From an optimization exercise on the open Yosys and OpenROAD flow, aimed at small area, a short achievable clock period and few clock cycles; shortcuts taken in it are not production practice.
Function was checked by simulation only, so behaviour that the tests miss may differ from the original.
Power figures rest on the tool's default switching activity, not on a simulated workload.

## design/flow/design.v

```verilog
module passende_enc (
    input  wire        clk,
    input  wire        rst,             
    input  wire [6:0]  cfg_dpg,
    input  wire [1:0]  cfg_round,       
    input  wire [5:0]  cfg_mask_len,
    input  wire [62:0] cfg_mask,
    input  wire        cmd_valid,
    output wire        cmd_ready,
    input  wire [7:0]  cmd,
    input  wire [31:0] op_min,
    input  wire [31:0] op_max,
    input  wire [31:0] op_val,
    input  wire [31:0] op_n,
    output wire        rsp_valid,
    input  wire        rsp_ready,
    output wire [1:0]  rsp_kind,
    output wire [31:0] rsp_cnt,
    output wire        out_valid,
    input  wire        out_ready,
    output wire [7:0]  out_char
);
    localparam [31:0] POLY = 32'hEDB88320;
    localparam [1:0] S_IDLE = 2'd0;
    localparam [1:0] S_PREP = 2'd1;    
    localparam [1:0] S_RUN  = 2'd2;    
    localparam [1:0] S_RSP  = 2'd3;    
    localparam [1:0] M_DATA  = 2'd0;
    localparam [1:0] M_CHECK = 2'd1;
    localparam [1:0] M_PAD   = 2'd2;
    reg [62:0] mask;
    reg [5:0]  mlen;
    reg [6:0]  dpg;
    reg        pg;              
    reg        pc;              
    reg [31:0] crc;
    reg [4:0]  ptr;             
    reg [31:0] ccount;          
    reg [5:0]  cursor;
    reg [4:0]  sacc;            
    reg [2:0]  nbits;
    reg [6:0]  rem;             
    reg        started;         
    reg [1:0]  state;
    reg [1:0]  mode;
    reg [31:0] cnt;             
    reg [31:0] dreg;            
    reg [4:0]  dix;             
    reg        dvalid;          
    reg [31:0] span;
    reg [31:0] vlow;
    reg        vneg;
    reg        kind;
    reg        ov;
    reg        osep;
    reg [7:0]  ochar;
    function [7:0] sym_char;
        input [4:0] v;
        begin
            if (v < 5'd26)
                sym_char = 8'h41 + {3'b000, v};
            else case (v)
                5'd26:   sym_char = "2";
                5'd27:   sym_char = "3";
                5'd28:   sym_char = "6";
                5'd29:   sym_char = "7";
                5'd30:   sym_char = "8";
                default: sym_char = "9";
            endcase
        end
    endfunction
    function [31:0] crc_g;
        input [4:0] x;
        begin
            crc_g = (x[0] ? POLY : 32'd0) ^ (x[1] ? (POLY >> 1) : 32'd0) ^
                    (x[2] ? (POLY >> 2) : 32'd0) ^ (x[3] ? (POLY >> 3) : 32'd0) ^
                    (x[4] ? (POLY >> 4) : 32'd0);
        end
    endfunction
    function [2:0] qmod;
        input [2:0] q;
        input [5:0] len;
        begin
            if (len == 6'd1)       qmod = 3'd0;
            else if (len == 6'd2)  qmod = {2'b00, q[0]};
            else if (len == 6'd3)  qmod = (q >= 3'd3) ? q - 3'd3 : q;
            else if (len == 6'd4)  qmod = (q == 3'd4) ? 3'd0 : q;
            else                   qmod = q;
        end
    endfunction
    wire is_init   = (cmd == 8'h00);
    wire is_wbit   = ((cmd & 8'hEF) == 8'h01);
    wire is_wint   = ((cmd & 8'hDF) == 8'h02);
    wire is_wchk   = (cmd == 8'h03);
    wire is_wchkn  = (cmd == 8'h04);
    wire is_result = (cmd == 8'h05);
    wire is_nchk   = (cmd == 8'h06);
    wire legal     = is_init | is_wbit | is_wint | is_wchk | is_wchkn | is_result | is_nchk;
    wire idle   = (state == S_IDLE);
    wire run    = (state == S_RUN);
    wire accept = idle & cmd_valid;
    wire        mask_on = (mlen != 6'd0);
    wire [66:0] mext    = {4'b0000, mask} >> cursor;
    reg  [4:0]  mw;
    reg  [5:0]  idx [0:5];
    integer j;
    reg  [6:0]  sj;
    reg  [2:0]  qj;
    always @* begin
        for (j = 0; j < 6; j = j + 1) begin
            sj = {1'b0, cursor} + j;
            qj = sj - {1'b0, mlen};
            if (sj >= {1'b0, mlen}) begin
                idx[j] = {3'b000, qmod(qj, mlen)};
                if (j < 5) mw[j] = mask_on & mask[qmod(qj, mlen)];
            end else begin
                idx[j] = sj[5:0];
                if (j < 5) mw[j] = mask_on & mext[j];
            end
        end
    end
    wire [4:0] MW = {mw[0], mw[1], mw[2], mw[3], mw[4]};
    wire [35:0] cext = {crc[3:0], crc} >> ptr;
    wire [4:0]  RWc  = {cext[0], cext[1], cext[2], cext[3], cext[4]};
    wire [35:0] dext = {dreg, 4'b0000} >> dix;
    wire [4:0]  RWd  = dext[4:0];
    wire [1:0] emode   = idle ? M_PAD : mode;
    wire       src_dat = (emode == M_DATA);
    wire       src_chk = (emode == M_CHECK) | ((emode == M_PAD) & pc);
    wire [2:0] need = 3'd5 - nbits;
    wire       rem_nz = (rem != 7'd0);
    wire       cnt_nz = (cnt != 32'd0);
    reg        ge;
    reg        has_work;
    reg  [2:0] t;
    reg        last;
    always @* begin
        case (emode)
        M_DATA: begin
            ge       = ({1'b0, dix} >= (6'd4 - {3'b000, nbits}));
            t        = ge ? need : (dix[2:0] + 3'd1);
            has_work = dvalid;
            last     = ({1'b0, dix} <= (6'd4 - {3'b000, nbits}));
        end
        M_CHECK: begin
            ge       = (cnt >= {29'd0, need});
            t        = ge ? need : cnt[2:0];
            has_work = cnt_nz;
            last     = (cnt <= {29'd0, need});
        end
        default: begin
            ge       = 1'b1;
            t        = need;
            has_work = (nbits != 3'd0) | (pg & rem_nz);
            last     = 1'b0;    
        end
        endcase
    end
    wire [4:0] RW = src_dat ? RWd : (src_chk ? RWc : 5'd0);
    wire [4:0] W  = RW ^ MW;
    wire [4:0] Wn = W >> nbits;
    wire [4:0] sym = sacc | Wn;
    wire [2:0] nsum = nbits + t;
    wire [4:0] keep = ~(5'b11111 >> nsum);
    wire [4:0] sacc_p = sym & keep;
    wire       dpg_on  = (dpg != 7'd0);
    wire       sep_c   = dpg_on & ~rem_nz & started;
    wire [6:0] rem_c   = dpg_on ? ((rem_nz ? rem : dpg) - 7'd1) : rem;
    wire       pad_last = ~(pg & (rem_c != 7'd0));
    wire [4:0] xd = RW >> (3'd5 - t);
    reg  [31:0] crc_sh;
    always @* begin
        case (t)
        3'd1:    crc_sh = crc >> 1;
        3'd2:    crc_sh = crc >> 2;
        3'd3:    crc_sh = crc >> 3;
        3'd4:    crc_sh = crc >> 4;
        default: crc_sh = crc >> 5;
        endcase
    end
    wire [31:0] crc_step = crc_sh ^ crc_g(xd);
    wire [7:0] char_e = sym_char(sym);
    wire       b_chk  = RWc[4];
    wire       b_in   = is_wbit ? cmd[4] : b_chk;
    wire       w1     = b_in ^ mw[0];
    wire [4:0] one_n  = 5'b10000 >> nbits;
    wire [7:0] char_0 = sym_char(sacc);
    wire [7:0] char_1 = sym_char(sacc | 5'd1);
    wire       full1  = (nbits == 3'd4);
    wire [32:0] A = {cmd[5] & op_min[31], op_min};
    wire [32:0] B = {cmd[5] & op_max[31], op_max};
    wire [32:0] V = {cmd[5] & op_val[31], op_val};
    wire [32:0] dBA = B - A;
    wire [32:0] dAB = A - B;
    wire [32:0] dVA = V - A;
    wire [32:0] dVB = V - B;
    wire        swp = dBA[32];
    wire [31:0] span_a = swp ? dAB[31:0] : dBA[31:0];
    wire [32:0] vm_a   = swp ? dVB : dVA;
    wire [31:0] offset = vneg ? 32'd0 : ((vlow > span) ? span : vlow);
    reg  [4:0]  top;
    integer k;
    always @* begin
        top = 5'd0;
        for (k = 0; k < 32; k = k + 1)
            if (span[k]) top = k[4:0];
    end
    wire can_push = ~ov | (out_ready & ~osep);
    wire fire     = run & has_work & can_push;
    wire step_res = accept & is_result & has_work;    
    wire step     = fire | step_res;
    wire step_one = accept & (is_wbit | is_wchk);
    assign cmd_ready = idle;
    assign rsp_valid = (state == S_RSP);
    assign rsp_kind  = {1'b0, kind};
    assign rsp_cnt   = ccount;
    assign out_valid = ov;
    assign out_char  = osep ? 8'h20 : ochar;
    always @(posedge clk) begin
        if (rst) begin
            state   <= S_IDLE;
            crc     <= 32'hFFFFFFFF;
            ptr     <= 5'd0;
            cursor  <= 6'd0;
            sacc    <= 5'd0;
            nbits   <= 3'd0;
            rem     <= 7'd0;
            started <= 1'b0;
            ccount  <= 32'd0;
            mlen    <= 6'd0;
            dpg     <= 7'd0;
            pg      <= 1'b0;
            pc      <= 1'b0;
            ov      <= 1'b0;
        end else begin
            if (ov & out_ready) begin
                if (osep) osep <= 1'b0;
                else      ov   <= 1'b0;
            end
            if (step) begin
                if (src_dat) begin
                    crc <= crc_step;
                    ptr <= 5'd0;
                end else if (src_chk) begin
                    ptr    <= ptr + {2'b00, t};
                    ccount <= ccount + {29'd0, t};
                end
                if (mask_on) cursor <= idx[t];
                if (emode == M_CHECK) cnt <= cnt - {29'd0, t};
                if (emode == M_DATA) begin
                    dix    <= dix - {2'b00, t};
                    dvalid <= ({1'b0, dix} >= {3'b000, t});
                end
                if (ge) begin
                    sacc  <= 5'd0;
                    nbits <= 3'd0;
                    if (dpg_on) rem <= rem_c;
                    started <= 1'b1;
                    ov    <= 1'b1;
                    osep  <= sep_c;
                    ochar <= char_e;
                end else begin
                    sacc  <= sacc_p;
                    nbits <= nsum;
                end
            end
            if (step_one) begin
                if (is_wbit) begin
                    crc <= (crc >> 1) ^ (cmd[4] ? POLY : 32'd0);
                    ptr <= 5'd0;
                end else begin
                    ptr    <= ptr + 5'd1;
                    ccount <= ccount + 32'd1;
                end
                if (mask_on) cursor <= idx[1];
                if (full1) begin
                    sacc  <= 5'd0;
                    nbits <= 3'd0;
                    if (dpg_on) rem <= rem_c;
                    started <= 1'b1;
                    ov    <= 1'b1;
                    osep  <= sep_c;
                    ochar <= w1 ? char_1 : char_0;
                end else begin
                    sacc  <= w1 ? (sacc | one_n) : sacc;
                    nbits <= nbits + 3'd1;
                end
            end
            case (state)
            S_IDLE: if (cmd_valid) begin
                kind <= ~legal;
                mode <= M_PAD;
                state <= S_RSP;
                if (is_init) begin
                    mask    <= cfg_mask;
                    mlen    <= cfg_mask_len;
                    dpg     <= cfg_dpg;
                    pg      <= cfg_round[0];
                    pc      <= cfg_round[1];
                    crc     <= 32'hFFFFFFFF;
                    ptr     <= 5'd0;
                    cursor  <= 6'd0;
                    sacc    <= 5'd0;
                    nbits   <= 3'd0;
                    rem     <= 7'd0;
                    started <= 1'b0;
                    ccount  <= 32'd0;
                end
                if ((is_wbit | is_wchk) & full1) begin
                    mode  <= M_DATA;
                    dvalid <= 1'b0;
                    state <= S_RUN;
                end
                if (is_wchkn) begin
                    mode <= M_CHECK;
                    cnt  <= op_n;
                    if (op_n != 32'd0) state <= S_RUN;
                end
                if (is_result & has_work) begin
                    state <= S_RUN;
                end
                if (is_wint) begin
                    span  <= span_a;
                    vlow  <= vm_a[31:0];
                    vneg  <= vm_a[32];
                    state <= S_PREP;
                end
            end
            S_PREP: begin
                mode   <= M_DATA;
                dreg   <= offset;
                dix    <= top;
                dvalid <= (span != 32'd0);
                state  <= (span != 32'd0) ? S_RUN : S_RSP;
            end
            S_RUN: begin
                if ((~has_work & can_push) |
                    (fire & ~ge & last) |
                    (fire & ge & last & 1'b0))
                    state <= S_RSP;
            end
            S_RSP: if (rsp_ready) state <= S_IDLE;
            endcase
        end
    end
endmodule
```

## design/flow/constraint.sdc

```tcl
create_clock -name core_clock -period 10.0 [get_ports {clk}]
set_input_delay 2.0000 -clock core_clock [delete_from_list [all_inputs] [get_ports {clk}]]
set_output_delay 2.0000 -clock core_clock [all_outputs]
set_load 0.01 [all_outputs]
```

## design/flow/run.sh

```bash
#!/bin/bash
# synth_recipe.tcl (not shown) runs the flow's synth.tcl, then flattens the netlist and writes it again
# the make line also repeats each setting of config.mk as NAME=value (left out here)
make -C /OpenROAD-flow-scripts/flow DESIGN_CONFIG=/design/flow/config.mk WORK_HOME=/design/flow/orfs CLKGATE_MAP_FILE= SYNTH_SCRIPT=/design/flow/synth_recipe.tcl finish
```

## design/flow/config.mk

```make
export PLATFORM = sky130hd
export DESIGN_NAME = passende_enc
export DESIGN_NICKNAME = passende_enc
export VERILOG_FILES = /design/flow/design.v
export SDC_FILE = /design/flow/constraint.sdc
export NUM_CORES = 4
export LEC_CHECK = 0
export ABC_CLOCK_PERIOD_IN_PS = 4000
export CAP_MARGIN = 20
export CORE_MARGIN = 2
export CORE_UTILIZATION = 25
export PLACE_DENSITY = 0.5
export SETUP_SLACK_MARGIN = 5
export SLEW_MARGIN = 20
```

==> results of run 1 <==
registers in the layout, summed over array words and instances (netlist names), 6 cells and up:
signal and flops:
mask 63, ccount 32, cnt 32, crc 32
dreg 32, span 32, vlow 32, ochar 8
dpg 7, rem 7, cursor 6, mlen 6
cell usage in the layout, fill, tap and decap left out, types with 22 or more instances in the layout:
| cell type | synthesis | final |
|---|---|---|
| sky130_fd_sc_hd__ha_1 | 228 | 182 |
| sky130_fd_sc_hd__nand2_1 | 252 | 249 |
| sky130_fd_sc_hd__nand2b_1 | 30 | 29 |
| sky130_fd_sc_hd__ha_4 | 0 | 31 |
| sky130_fd_sc_hd__nor4_1 | 31 | 29 |
| sky130_fd_sc_hd__clkbuf_16 | 0 | 45 |
| sky130_fd_sc_hd__o21ai_0 | 189 | 170 |
| sky130_fd_sc_hd__a21oi_1 | 255 | 226 |
| sky130_fd_sc_hd__a31oi_1 | 39 | 34 |
| sky130_fd_sc_hd__or3_1 | 30 | 27 |
| sky130_fd_sc_hd__a21oi_2 | 0 | 28 |
| sky130_fd_sc_hd__nand3_1 | 99 | 96 |
| sky130_fd_sc_hd__and3_1 | 37 | 35 |
| sky130_fd_sc_hd__a211oi_1 | 33 | 25 |
| sky130_fd_sc_hd__mux4_2 | 129 | 129 |
| sky130_fd_sc_hd__xor2_1 | 94 | 85 |
| sky130_fd_sc_hd__a221oi_1 | 24 | 23 |
| sky130_fd_sc_hd__edfxtp_1 | 210 | 210 |
| sky130_fd_sc_hd__buf_4 | 3 | 151 |
| sky130_fd_sc_hd__o22ai_1 | 22 | 22 |
| sky130_fd_sc_hd__clkdlybuf4s50_1 | 0 | 230 |
| sky130_fd_sc_hd__a21o_1 | 80 | 80 |
| sky130_fd_sc_hd__mux2i_1 | 120 | 113 |
| sky130_fd_sc_hd__nor3_1 | 87 | 72 |
| sky130_fd_sc_hd__inv_1 | 198 | 174 |
| sky130_fd_sc_hd__nand4_1 | 26 | 26 |
| sky130_fd_sc_hd__o211ai_1 | 24 | 24 |
| sky130_fd_sc_hd__and2_1 | 25 | 23 |
| sky130_fd_sc_hd__nor2b_1 | 41 | 38 |
| sky130_fd_sc_hd__nor2_1 | 231 | 212 |
| sky130_fd_sc_hd__xnor2_1 | 114 | 106 |
| sky130_fd_sc_hd__dfxtp_1 | 109 | 101 |
logic make-up (layout without fill, tap and decap cells):
family / Yosys count / in the layout / share of synthesized area
and+or+nand+nor: 959 / 959 / 0.155
DFF: 319 / 319 / 0.282
xor gates and xnor gates: 209 / 210 / 0.0611
other: 1 / 2 / 0.000125
adders and majority gates: 240 / 240 / 0.103
AOI/OAI and AO/OA: 920 / 920 / 0.200
muxes: 271 / 271 / 0.145
buffers and inverters: 423 / 731 / 0.0547
worst reg2reg max path, delay by kind of cell, from the launching register on:
kind	cells	cell delay [ps]
compound gates	6	1090
simple gates	7	1770
buf+inv	2	670
fa+ha+maj	4	1110
flops	1	410
xor+xnor	1	150
cell type report:
cell class | count | area share
well taps | 1612 | 0.0520
repair buffers | 452 | 0.114
clock buffers | 48 | 0.0271
multi-input cells | 2601 | 0.559
clock inverters | 25 | 0.00732
flip-flops and latches | 319 | 0.219
inverters | 206 | 0.0213
diodes | 1 | 0.0000645
where the power goes:
group          switching (mW)  leakage (nW)  internal, mW
registers              0.0565          2.81          1.50
logic                    1.01          11.0         0.861
clock network           0.634         0.640         0.887
cell usage after synthesis (80+ instances only):
cell                       count
sky130_fd_sc_hd__o21ai_0     189
sky130_fd_sc_hd__nand2_1     252
sky130_fd_sc_hd__a21o_1       80
sky130_fd_sc_hd__inv_1       198
sky130_fd_sc_hd__xor2_1       94
sky130_fd_sc_hd__clkbuf_1    164
sky130_fd_sc_hd__nor2_1      231
sky130_fd_sc_hd__xnor2_1     114
sky130_fd_sc_hd__edfxtp_1    210
sky130_fd_sc_hd__mux4_2      129
sky130_fd_sc_hd__mux2i_1     120
sky130_fd_sc_hd__nor3_1       87
sky130_fd_sc_hd__nand3_1      99
sky130_fd_sc_hd__a21oi_1     255
sky130_fd_sc_hd__dfxtp_1     109
sky130_fd_sc_hd__ha_1        228
metrics by stage:
step / utilization / power (mW) / cells
floorplan: - / 2.66 / 3342
global placement: 0.290 / 3.13 / 5047
detailed placement: 0.290 / 3.14 / 5047
CTS: 0.313 / 4.86 / 5195
global route: 0.324 / 5.21 / 5263
finish: 0.324 / 4.95 / 5264
layer usage:
metal  vias up  global-route usage  wire length [um]
li1      13086                   -                 -
met1     13379               0.211             44700
met2       876               0.283             51300
met3       175              0.0267              6570
met4         4              0.0459              3270
met5         -                   0                25
final timing paths:
path / from / to / slack, ps
max: op_max[0] / vneg$_DFFE_PP_ / 3150
min: started$_SDFF_PP0_ / started$_SDFF_PP0_ / 460
max reg2reg: nbits[1]$_SDFF_PP0_ / ccount[31]$_SDFF_PP0_ / 4680
min reg2reg: started$_SDFF_PP0_ / started$_SDFF_PP0_ / 460
what timing repair did:
| action | 4_1_cts | 5_1_grt |
|---|---|---|
| setup endpoints to repair | 262 | 255 |
| gates resized for setup | 232 | 154 |
| pin swaps | 71 | 66 |
| cloned | 6 | 4 |
| buffers inserted | 69 | 64 |
==> out/results.txt, run 1 <==
The detail route stage leaves a number of antenna-violating nets equal to 0. The run finished with no timing, DRC or antenna violations. The flip-flop and latch count after synthesis works out to 319.

The die is 351 um wide. The worst path buffer plus inverter count is 3. The critical path in this run is classified as primary input to flop. Among the stages of the critical path, the cell type that occurs most often is sky130_fd_sc_hd__o21ai_2.

Total overflow reported by the global router: 0. Of all nets on the critical path, the largest fanout is 4. The main flop type after synthesis is sky130_fd_sc_hd__edfxtp_1. For this run, the top clock speed supported by timing is 146 MHz. The number of antenna violations at the first check in global routing was 5. The slowest cell on the critical path was sky130_fd_sc_hd__a2111oi_4. After synthesis the cells add up to 0.0301 mm2. For the number of DRC violations after detailed routing, the log shows 0. A synthesized cell averages 9.00 um2.

The clock transition at the registers of the reported paths works out to 60 ps. For the placed wire-length estimate after detailed placement, the log shows 76,400 um. The fraction of layout cells with a size suffix above 1 works out to 0.197. The initial core utilization is 0.251.

The worst setup path is captured at a flop. Registers take 0.00851 mm2. The relative slew slack is 0.288. TritonCTS built the clock tree.

The logs give 3,342 for the gate count after technology mapping and 0 for the number of hold-slack violations in the final timing report. The share of Yosys cell area claimed by the top area cell type is 0.210. Path category of the worst min-delay check: flop to flop. For the pin with the worst max-slew slack, the measured transition is 1070 ps. In the final design database the tool counted 4,080 nets. The sequential element share of the synthesized area is 0.282. The share of the clock period used by the worst path came out at 0.685. At the worst endpoint, the required time is 10,330 ps. 264 I/O pins were placed.

In the final layout, the multi-input gates occupy 0.0217 mm2. The number of global-route vias before repair was 26,998; the worst-case hold slack was 456 ps. In the routed layout, each cell is associated on average with a via count of 5.23. The critical path runs through a total of 29 cells. The power density normalized to cell area works out to 128 mW/mm2. The cell type contributing the most total cell area after synthesis was sky130_fd_sc_hd__edfxtp_1. The total via count in the routed design is 27,520.

By area the synthesized netlist is led by sky130_fd_sc_hd__edfxtp_1, sky130_fd_sc_hd__mux4_2, sky130_fd_sc_hd__ha_1. Setup violations remaining at the end of the flow were counted as 0. For the maximum number of pins on one net before global-route repair, the log shows 70. The pre-CTS setup slack came out at 1270 ps. The count of buffers added on input and output ports is 262.

After detailed routing, the average wire length per cell comes to 20.1 um. The tools report the violation count after the first detailed-routing iteration as 1,860. In this design, the stage delay of the slowest critical-path cell is 410 ps. The maximum ir drop on the vdd rail came out at 0.103 mV. Synthesis produced a netlist with a net count of 3,801.

The logs give 0.123 mm2 for the overall die area and 2 for the H-tree depth. Once placement finished, the instance area stood at 0.0347 mm2. Launching element type of the critical path: a primary input. Setup total negative slack on the finished layout was measured at 0 ps.

The worst-case setup margin in the final layout is 3150 ps. Setup repair after global routing could not meet its margin everywhere. The tools report the clock buffer count from CTS as 41.

On the critical path the largest part of the delay comes from compound AO/OA/AOI/OAI gates. The number of clock sinks is 319, and the standard cell core area is 0.120 mm2. Summed over all cells, the static leakage comes to 14.4 nW.

The weighted congestion at the end of routability-driven global placement was 0.886. The tools report the wire length after detailed routing as 106,000 um. After clock tree synthesis, the flow added hold-fix buffers numbering 0.

The clock latency of the later-clocked register in the worst-skew pair was 620 ps; the number of cell instances on the worst register-to-register path was 20. Across the routed clock network, the largest skew measured is 47.0 ps. The total number of yosys warnings is 2. The number of fill cells came out at 12,312. Across the run, the number of max-cap violations was 0.

The tools report the total global routing track utilization as 0.164. Along the worst hold path, the cell count comes to 2. For the finished layout, the period the worst path requires is 6850 ps. The logs give 5 for the detailed-routing iteration count for the pre-antenna-repair pass and 0.0388 mm2 for the final design area excluding fillers.

The area added between synthesis and finish was 29.0%. The share of flip-flops with an asynchronous set or reset was 0. The tools report the number of slew-limit violations in the final report as 0. The number of distinct library cells after synthesis was 94. In this run, synthesis inferred 210 flip-flops with an integrated enable. CTS placed an instance of sky130_fd_sc_hd__clkbuf_16 at the clock tree root.

The first global-routing pass estimated 160,000 um of wire. Overall die height: 351 um. The floorplan has 127 rows. Data arrives at the worst endpoint at 7180 ps.

The run gives 3 as the maximum count of clock buffers along a single path.
Testbench counts, summed over its fixed seeds: cycles 16,110.
==> run 2, diff against run 1 <==
--- a/design/flow/config.mk
+++ b/design/flow/config.mk
@@ -6,9 +6,7 @@
 export NUM_CORES = 4
 export LEC_CHECK = 0
-export ABC_CLOCK_PERIOD_IN_PS = 4000
 export CAP_MARGIN = 20
 export CORE_MARGIN = 2
 export CORE_UTILIZATION = 25
 export PLACE_DENSITY = 0.5
-export SETUP_SLACK_MARGIN = 5
 export SLEW_MARGIN = 20
==> run 2 against run 1 <==
Wire length down 5.2%. Area after synthesis unchanged. Final cell count down 2.7%. Clock skew down 17 ps. Cell area down 7.8%. Synthesized cell count unchanged. Critical path type unchanged. Sequential power about the same. Still clean. Power down 5.6%. Utilization down 2.5 points. Sequential share of layout area up 1.8 points. Highest routed layer unchanged.
==> out/results.txt, run 2 <==
The flow ran to the end and the layout has no timing, DRC or antenna violations. The total overflow reported by the global router is 0. For the worst-case hold slack, the log shows 458 ps.

The run gives 0 as the number of buffers inserted to repair setup after CTS. Once detailed placement completed, the half-perimeter wirelength came to 77,100 um. TritonCTS built the clock tree.

The cell that appears most often on the critical path is sky130_fd_sc_hd__o21ai_0. During synthesis, Yosys emitted a total of 2 warnings. Max-cap violations in this run came to 0. The path category of the worst min-delay check was flop to flop. The largest register by flop count was mask.

The logs give 264 for the number of ports placed on the die boundary and 0.0973 mV for the maximum ir drop on the vdd rail. The slowest cell on the critical path was sky130_fd_sc_hd__a2111oi_0. In the layout the commonest cells are sky130_fd_sc_hd__clkdlybuf4s50_1, sky130_fd_sc_hd__a21oi_1, sky130_fd_sc_hd__nand2_1. The logs give 0.282 for the sequential element share of the synthesized area and 0.251 for the initial core utilization. The number of hold-slack violations in the final timing report was 0.

The flip-flop and latch count after synthesis works out to 319. The total global routing track utilization was 0.159; the H-tree depth was 2. The clock transition at the registers of the reported paths is 60 ps. Clock tree synthesis selected as its root buffer the cell sky130_fd_sc_hd__clkbuf_16. Entering global routing, the biggest net connects 66 pins. The first detailed-routing pass took 5 iterations. Wire length per cell after detailed routing: 19.6 um. The fraction of layout cells with a size suffix above 1 came out at 0.0949. Via density per instance: 5.18. On the critical path the largest part of the delay comes from compound AO/OA/AOI/OAI gates. The gate count after technology mapping was 3,342. After the last flow step, the layout net total stands at 3,938. The clock period could shrink to 8740 ps. The floorplan step set the die height to 351 um.

The most common cell in the synthesized netlist is sky130_fd_sc_hd__a21oi_1. The data required time of the worst path is 10,310 ps, and the final antenna diode count is 0. In the synthesized netlist, the cells that appear most often are sky130_fd_sc_hd__a21oi_1, sky130_fd_sc_hd__nand2_1, sky130_fd_sc_hd__nor2_1. The run gives 5 as the number of antenna violations at the first check in global routing.

The share of Yosys cell area claimed by the top area cell type came out at 0.210. The largest single stage delay on the critical path is 670 ps. The total of endpoints with negative setup slack in the final report was 0; the share of the clock period used by the worst path was 0.874. The total area inside the core boundary comes to 0.120 mm2. The number of slew-limit violations in the final report was 0.

The maximum clock frequency is 114 MHz, and the share of flip-flops with an asynchronous set or reset is 0. Counting both buffers and inverters, the worst setup path holds a total of 3. Power spread over the standard cell area amounts to 131 mW/mm2. Leaving out fill and tap cells, the most frequent cell in the layout is sky130_fd_sc_hd__clkdlybuf4s50_1.

The critical path class was primary input to flop. In this run the remaining antenna-violating nets after routing total 0. The number of DRC violations after detailed routing was 0. For the worst setup path, the data arrival time is 9060 ps. The tools report the relative slew slack as 0.263. The first global-routing pass estimated 154,000 um of wire. The number of clock buffers added by TritonCTS is 40.

Yosys attributes the largest share of cell area to sky130_fd_sc_hd__edfxtp_1, sky130_fd_sc_hd__mux4_2, sky130_fd_sc_hd__ha_1. The layout has 12,539 filler cells. Setup repair after global routing left no endpoint under its margin. After synthesis the cells add up to 0.0301 mm2.

The number of nets in the synthesized netlist is 3,801. The actual slew at the worst max-slew pin is 1100 ps. Among all flip-flop cells after synthesis, the most frequent one is sky130_fd_sc_hd__edfxtp_1.

The count of instances resized after the clock tree is built is 0, and the number of distinct library cells after synthesis is 94. The number of buffer cells added on primary ports is 262. Number of enable flip-flop cells after synthesis: 210. After detailed routing, the total wire length is 100,000 um.

The congestion estimate from routability-driven global placement came to 0.873. Type of destination of the critical path: a flop. The die covers 0.123 mm2.

The setup check on the worst reg-to-reg path leaves a slack of 2810 ps. Launching element type of the critical path: a primary input. The run gives 25,987 as the number of global-route vias before repair. The total via count in the routed design is 26,510, and the maximum count of clock buffers along a single path is 3.

In this run the worst path has a maximum fanout of 10. For the quantity of hold-fixing buffers added after cts, the log shows 0. Averaged over all synthesized cells, the footprint is 9.00 um2.

For the final database, setup skew stands at 30.3 ps. The floorplan row count came out at 127. The clock drives 319 sinks. Summed over all cells, the static leakage comes to 13.3 nW. The area added between synthesis and finish was 18.9%; the clock latency of the later-clocked register in the worst-skew pair was 580 ps. The floorplan step set the die width to 351 um. For the violation count after the first detailed-routing iteration, the log shows 1,777. The largest total area in the synthesized netlist belongs to sky130_fd_sc_hd__edfxtp_1. The register with the most flip-flops in the layout has 63 of them. For the accumulated negative setup slack, the log shows 0 ps.
run 2: cell count changes in the layout (fill, tap and decap cells not counted), sizes merged:
cell / previous run / this run
buf: 190 / 50
clkdlybuf4s50: 230 / 262
dlygate4sd2: 17 / 0
clkbuf: 55 / 47
clkdlybuf4s15: 4 / 0
clkinv: 18 / 14
bufbuf: 3 / 0
bufinv: 5 / 8
inv: 203 / 205
clkinvlp: 5 / 4
diode: 1 / 0
dlymetal6s2s: 1 / 0
xnor2: 115 / 114
run 2: cell type report:
cell class / instances / area, um2 / share of cell area
inverters: 206 / 773 / 0.0216
flip-flops and latches: 319 / 8500 / 0.238
repair buffers: 312 / 3000 / 0.0838
multi-input cells: 2600 / 20100 / 0.561
clock buffers: 47 / 1060 / 0.0296
clock inverters: 25 / 363 / 0.0101
well taps: 1612 / 2020 / 0.0564
run 2: tightest hold or removal path: cells and delay by family, from the launching register on:
family          cells  cell delay (ps)
flops               1              300
buf+inv             1               60
compound gates      1               60
run 2: path summary, 6_finish.rpt:
kind	from	to	depth (start not counted)
setup / recovery	op_min[0]	vlow[28]$_DFFE_PP_	29
hold / removal	started$_SDFF_PP0_	started$_SDFF_PP0_	2
setup reg to reg	mlen[1]$_SDFFE_PP0P_	ochar[1]$_DFFE_PN_	17
hold reg to reg	started$_SDFF_PP0_	started$_SDFF_PP0_	2
run 2: power breakdown:
group	switching, mW	internal, mW
sequential	0.0563	1.50
clock	0.617	0.971
combinational	0.876	0.652
run 2: cell families after synthesis:
| kind of cell | synth area share |
|---|---|
| adder cells (fa/ha/maj) | 0.103 |
| AO/OA/AOI/OAI | 0.200 |
| multiplexers | 0.145 |
| XOR/XNOR | 0.0611 |
| other | 0.000125 |
| AND/OR/NAND/NOR | 0.155 |
| buffers and inverters | 0.0547 |
| flip-flops | 0.282 |
run 2: per-stage QoR:
stage / util / instances / cell area, um2 / total power [mW] / setup slack, ps
after floorplan: - / 3342 / 30100 / 2.61 / 720
after global placement: 0.287 / 5049 / 34300 / 3.10 / 677
after detailed placement: 0.287 / 5049 / 34300 / 3.09 / 676
after CTS: 0.299 / 5121 / 35800 / 4.73 / 1250
after global routing: 0.299 / 5121 / 35800 / 4.94 / 581
final: 0.299 / 5121 / 35800 / 4.67 / 1260
run 2: per-layer routing:
layer,part of all wire,vias to the layer above,GRT usage
met5,0.00029,-,0
met4,0.022,4,0.0383
li1,-,12779,-
met3,0.056,118,0.0209
met1,0.44,12813,0.210
met2,0.48,796,0.272

==> what the ideal ports hide <==
The results above use ideal ports. As a check the final layouts listed here were re-extracted and re-timed, cells and wires unchanged.
Step 1 sets driving cells, clkbuf_16 on the clock port and buf_2 on the other inputs (assumed; they add their load-dependent delay and slew).
Step 2 times the ports against the registers' clock, not the clock port: input delays grow and output delays shrink by t, the midpoint of the rising clock arrivals with the driver on.
Three values: no drivers, after step 1, after step 2; two values: the first two.
| run | t (ns) | setup slack, ns | worst slew at a driven data input, ns |
|---|---|---|---|
| run 1 | 0.659 | 3.150 / 3.157 / 2.498 | 0.14 |
| run 2 | 0.637 | 1.258 / 1.304 / 0.667 | 0.14 |
After both steps setup and hold are still met in every run listed. For run 1, which loses most, drivers alone change the setup slack by +0.007 ns; drivers and shift together by -0.652 ns.
